This is an optimization exercise on Yosys and OpenROAD, whose aim is small area, not a production implementation.
Function was checked by simulation only, so behaviour that the tests miss may differ from the original.

run A:
// stc_osc_core
module stc_osc_core (
    input  wire        clk,
    input  wire        rst,
    input  wire [1:0]  cmd,
    input  wire [63:0] ciw,
    output wire [15:0] sample_out,
    output wire        status
);
    localparam [1:0] CMD_CTRL  = 2'b01;
    localparam [1:0] CMD_AUDIO = 2'b10;
    localparam [1:0] CMD_RESET = 2'b11;
    reg        fm_q;          
    reg        act_q;         
    reg [23:0] inc_q;         
    reg [9:0]  depth_q;       
    reg [34:0] par_q;         
    reg [23:0] pw_q;          
    reg [23:0] pc_q;          
    reg [29:0] pm_q;          
    reg [15:0] sample_q;
    assign sample_out = sample_q;
    assign status     = fm_q;
    wire is_ctrl  = (cmd == CMD_CTRL);
    wire is_audio = (cmd == CMD_AUDIO);
    wire do_rst   = rst || (cmd == CMD_RESET);
    wire [9:0] pitch = ciw[9:0];
    wire [9:0] voct  = ciw[19:10];
    wire [9:0] k2    = ciw[29:20];
    wire [9:0] cv1   = ciw[39:30];
    wire [9:0] k3    = ciw[49:40];
    wire [9:0] cv2   = ciw[59:50];
    wire       sw    = ciw[60];
    wire [9:0]  base_freq = 10'd32 + {1'b0, pitch[9:1]};
    wire [15:0] voct_factor;
  ...
==> flow/config.mk <==
export PLATFORM = sky130hd
export DESIGN_NAME = stc_osc_core
export DESIGN_NICKNAME = stc_osc_core
export VERILOG_FILES = /design/flow/design.v
export SDC_FILE = /design/flow/constraint.sdc
export NUM_CORES = 4
export LEC_CHECK = 0
export ABC_AREA = 1
export CAP_MARGIN = 20
export CORE_MARGIN = 2
export CORE_UTILIZATION = 72
export GPL_TIMING_DRIVEN = 0
export SLEW_MARGIN = 20
export SYNTH_MEMORY_MAX_BITS = 65536
==> flow/constraint.sdc <==
create_clock -name core_clock -period 26.0 [get_ports {clk}]
set_input_delay 5.2000 -clock core_clock [delete_from_list [all_inputs] [get_ports {clk}]]
set_output_delay 5.2000 -clock core_clock [all_outputs]
set_load 0.01 [all_outputs]
standard.sh (not shown) runs the stock make flow with config.mk's settings and CLKGATE_MAP_FILE= SYNTH_SCRIPT=/design/flow/synth_recipe.tcl, a recipe that flattens the netlist after the stock synthesis.
==> flow/flow/run.sh <==
#!/bin/bash
# Own layout flow: the standard synthesis, then an area-oriented re-mapping
# of the combinational logic (flip-flops, full and half adders kept as the
# standard synthesis made them, with their names), then the standard
# layout steps from floorplan to finish.
set -euo pipefail
WORK=$(pwd)
R=$WORK/orfs/results/$FLOW_PLATFORM/stc_osc_core/base
LIB=$FLOW_HOME/platforms/$FLOW_PLATFORM/lib/sky130_fd_sc_hd__tt_025C_1v80.lib
YOSYS=$(dirname "$FLOW_HOME")/tools/install/yosys/bin/yosys
command -v yosys >/dev/null 2>&1 && YOSYS=$(command -v yosys)

bash standard.sh synth > "$WORK/synth.log" 2>&1

cp "$R/1_2_yosys.v" "$WORK/standard_synth.v"
cat > "$WORK/remap.abc" <<EOS
strash
dch
map -a
topo
EOS
cat > "$WORK/remap.ys" <<EOS
read_liberty -ignore_miss_func $LIB
setattr -mod -set blackbox 1 sky130_fd_sc_hd__dfxtp_1 sky130_fd_sc_hd__edfxtp_1 sky130_fd_sc_hd__fa_1 sky130_fd_sc_hd__ha_1
read_verilog $WORK/standard_synth.v
hierarchy -top $FLOW_TOP
flatten
rename -hide w:*.*
opt_clean -purge
abc -liberty $LIB -script $WORK/remap.abc -dont_use *lpflow* -dont_use *probe*
setundef -zero
splitnets
opt_clean -purge
hilomap -singleton -hicell sky130_fd_sc_hd__conb_1 HI -locell sky130_fd_sc_hd__conb_1 LO
insbuf -buf sky130_fd_sc_hd__buf_4 A X
check
stat -liberty $LIB
write_verilog -noattr -noexpr -nohex -nodec $WORK/remapped.v
EOS
"$YOSYS" -l "$WORK/remap.log" "$WORK/remap.ys" > /dev/null 2>&1
# every flip-flop of the standard synthesis must still be there, by name and cell
grep -E '^ *sky130_fd_sc_hd__e?dfxtp_1 ' "$WORK/standard_synth.v" | sort > "$WORK/ff_std.txt"
grep -E '^ *sky130_fd_sc_hd__e?dfxtp_1 ' "$WORK/remapped.v" | sort > "$WORK/ff_new.txt"
cmp "$WORK/ff_std.txt" "$WORK/ff_new.txt"

cp "$WORK/remapped.v" "$R/1_2_yosys.v"
rm -f "$R/1_synth.odb" "$R/1_synth.sdc"
touch "$R/1_2_yosys.v"
bash standard.sh > "$WORK/layout.log" 2>&1
test -f "$WORK/out/final.def"
The log for run A ends in global routing (5_1_grt) with error GRT-0116, so the run never completed.
The inputs of run B differ from those of run A as listed below.
# run A
export LEC_CHECK = 0
export ABC_AREA = 1
export CAP_MARGIN = 20
export CORE_MARGIN = 2
export CORE_UTILIZATION = 72
export GPL_TIMING_DRIVEN = 0
export SLEW_MARGIN = 20
export SYNTH_MEMORY_MAX_BITS = 65536
create_clock -name core_clock -period 26.0 [get_ports {clk}]
# run B
export LEC_CHECK = 0
export ABC_AREA = 1
export CAP_MARGIN = 20
export CORE_MARGIN = 2
export CORE_UTILIZATION = 55
export GPL_TIMING_DRIVEN = 0
export SLEW_MARGIN = 20
export SYNTH_MEMORY_MAX_BITS = 65536
create_clock -name core_clock -period 26.0 [get_ports {clk}]
Findings:
- Run B finished every stage and its layout cleared the timing, DRC and antenna checks.
- Run A → run B: horizontal die dimension picked up an extra 14%; weighted congestion at the end of routability-driven global placement lost 0.045; placement row count picked up an extra 12; starting density of the core lost 17 points.
> inputs changed (run B -> run C)
# run B
export LEC_CHECK = 0
export ABC_AREA = 1
export CAP_MARGIN = 20
export CORE_MARGIN = 2
export CORE_UTILIZATION = 55
export GPL_TIMING_DRIVEN = 0
export SLEW_MARGIN = 20
export SYNTH_MEMORY_MAX_BITS = 65536
create_clock -name core_clock -period 26.0 [get_ports {clk}]
# run C
export LEC_CHECK = 0
export ABC_AREA = 1
export CAP_MARGIN = 20
export CORE_MARGIN = 2
export CORE_UTILIZATION = 65
export GPL_TIMING_DRIVEN = 0
export SLEW_MARGIN = 20
export SYNTH_MEMORY_MAX_BITS = 65536
create_clock -name core_clock -period 26.0 [get_ports {clk}]
## What came out
Compared with run B, run C shows core area lower by about 16%. Slowest stage cell on the critical path: a21oi_2 -> run C, nor2_1 -> run B. Vertical die dimension, run C and run B: larger value in run B. Relative to run B, final period demand of the worst path has gone up in run C. Going from run B to run C, core utilization increased 11 points, total number of cells along the worst setup path increased 8, number of cells upsized or downsized after cts decreased 8. Against run B, run C comes in 6.7 points higher on met2 track demand over resource in global routing.
--- input diff run C..run D ---
# run C
export LEC_CHECK = 0
export ABC_AREA = 1
export CAP_MARGIN = 20
export CORE_MARGIN = 2
export CORE_UTILIZATION = 65
export GPL_TIMING_DRIVEN = 0
export SLEW_MARGIN = 20
export SYNTH_MEMORY_MAX_BITS = 65536
create_clock -name core_clock -period 26.0 [get_ports {clk}]
# run D
export LEC_CHECK = 0
export ABC_AREA = 1
export CAP_MARGIN = 20
export CORE_MARGIN = 2
export CORE_UTILIZATION = 55
export SLEW_MARGIN = 20
export SYNTH_MEMORY_MAX_BITS = 65536
create_clock -name core_clock -period 26.0 [get_ports {clk}]
==> flow/run.sh (new file) <==
#!/bin/bash
# synth_recipe.tcl (not shown) runs the flow's synth.tcl, then flattens the netlist and writes it again
# the make line also repeats each setting of config.mk as NAME=value (left out here)
make -C /OpenROAD-flow-scripts/flow DESIGN_CONFIG=/design/flow/config.mk WORK_HOME=/design/flow/orfs CLKGATE_MAP_FILE= SYNTH_SCRIPT=/design/flow/synth_recipe.tcl finish
removed: flow/flow/run.sh
removed: flow/standard.sh
==> comparison <==
Against run C, via density per instance in run D fell by a little under 10%. Run D: non-clock buffer count is about 140% higher than what run C reported. Comparing HPWL reported at the end of detailed placement for run D and run C, the smaller number came from run C. In run D, the synthesized instance count came out about 13% above the value in run C. Run C vs run D, most common cell after layout, fill and taps aside: clkinv_1 vs inv_1. Relative to run C, arrival time of data at the critical path endpoint has decreased by 0.65 ns in run D.

separate check: timing with driven ports:
The results above use ideal ports. As a check the final layouts listed here were re-extracted and re-timed, cells and wires unchanged.
Step 1: set_driving_cell puts a clkbuf_16 on clk and a buf_2 on each other input, an assumption about the parent block.
Step 2, shift: input delay + t, output delay - t, t = (earliest + latest rising clock arrival at the registers) / 2. This alone moves slack from input paths to output paths.
a / b / c = ideal ports / drivers / drivers and shift; a / b = the first two.
run	t, ns	slack for setup (ns)	worst setup path at the end	latest minus earliest clock arrival (ns)
run B	0.513	0.999 / 1.034 / 0.521	input to register	0.020 / 0.020
run C	0.497	0.878 / 0.904 / 0.406	input to register	0.014 / 0.015
run D	0.561	1.547 / 1.595 / 1.034	input to register	0.022 / 0.021
After both steps setup and hold are still met in every run listed. The setup slack of run D, which loses most, moves by +0.048 ns with the drivers and by -0.513 ns with both steps.
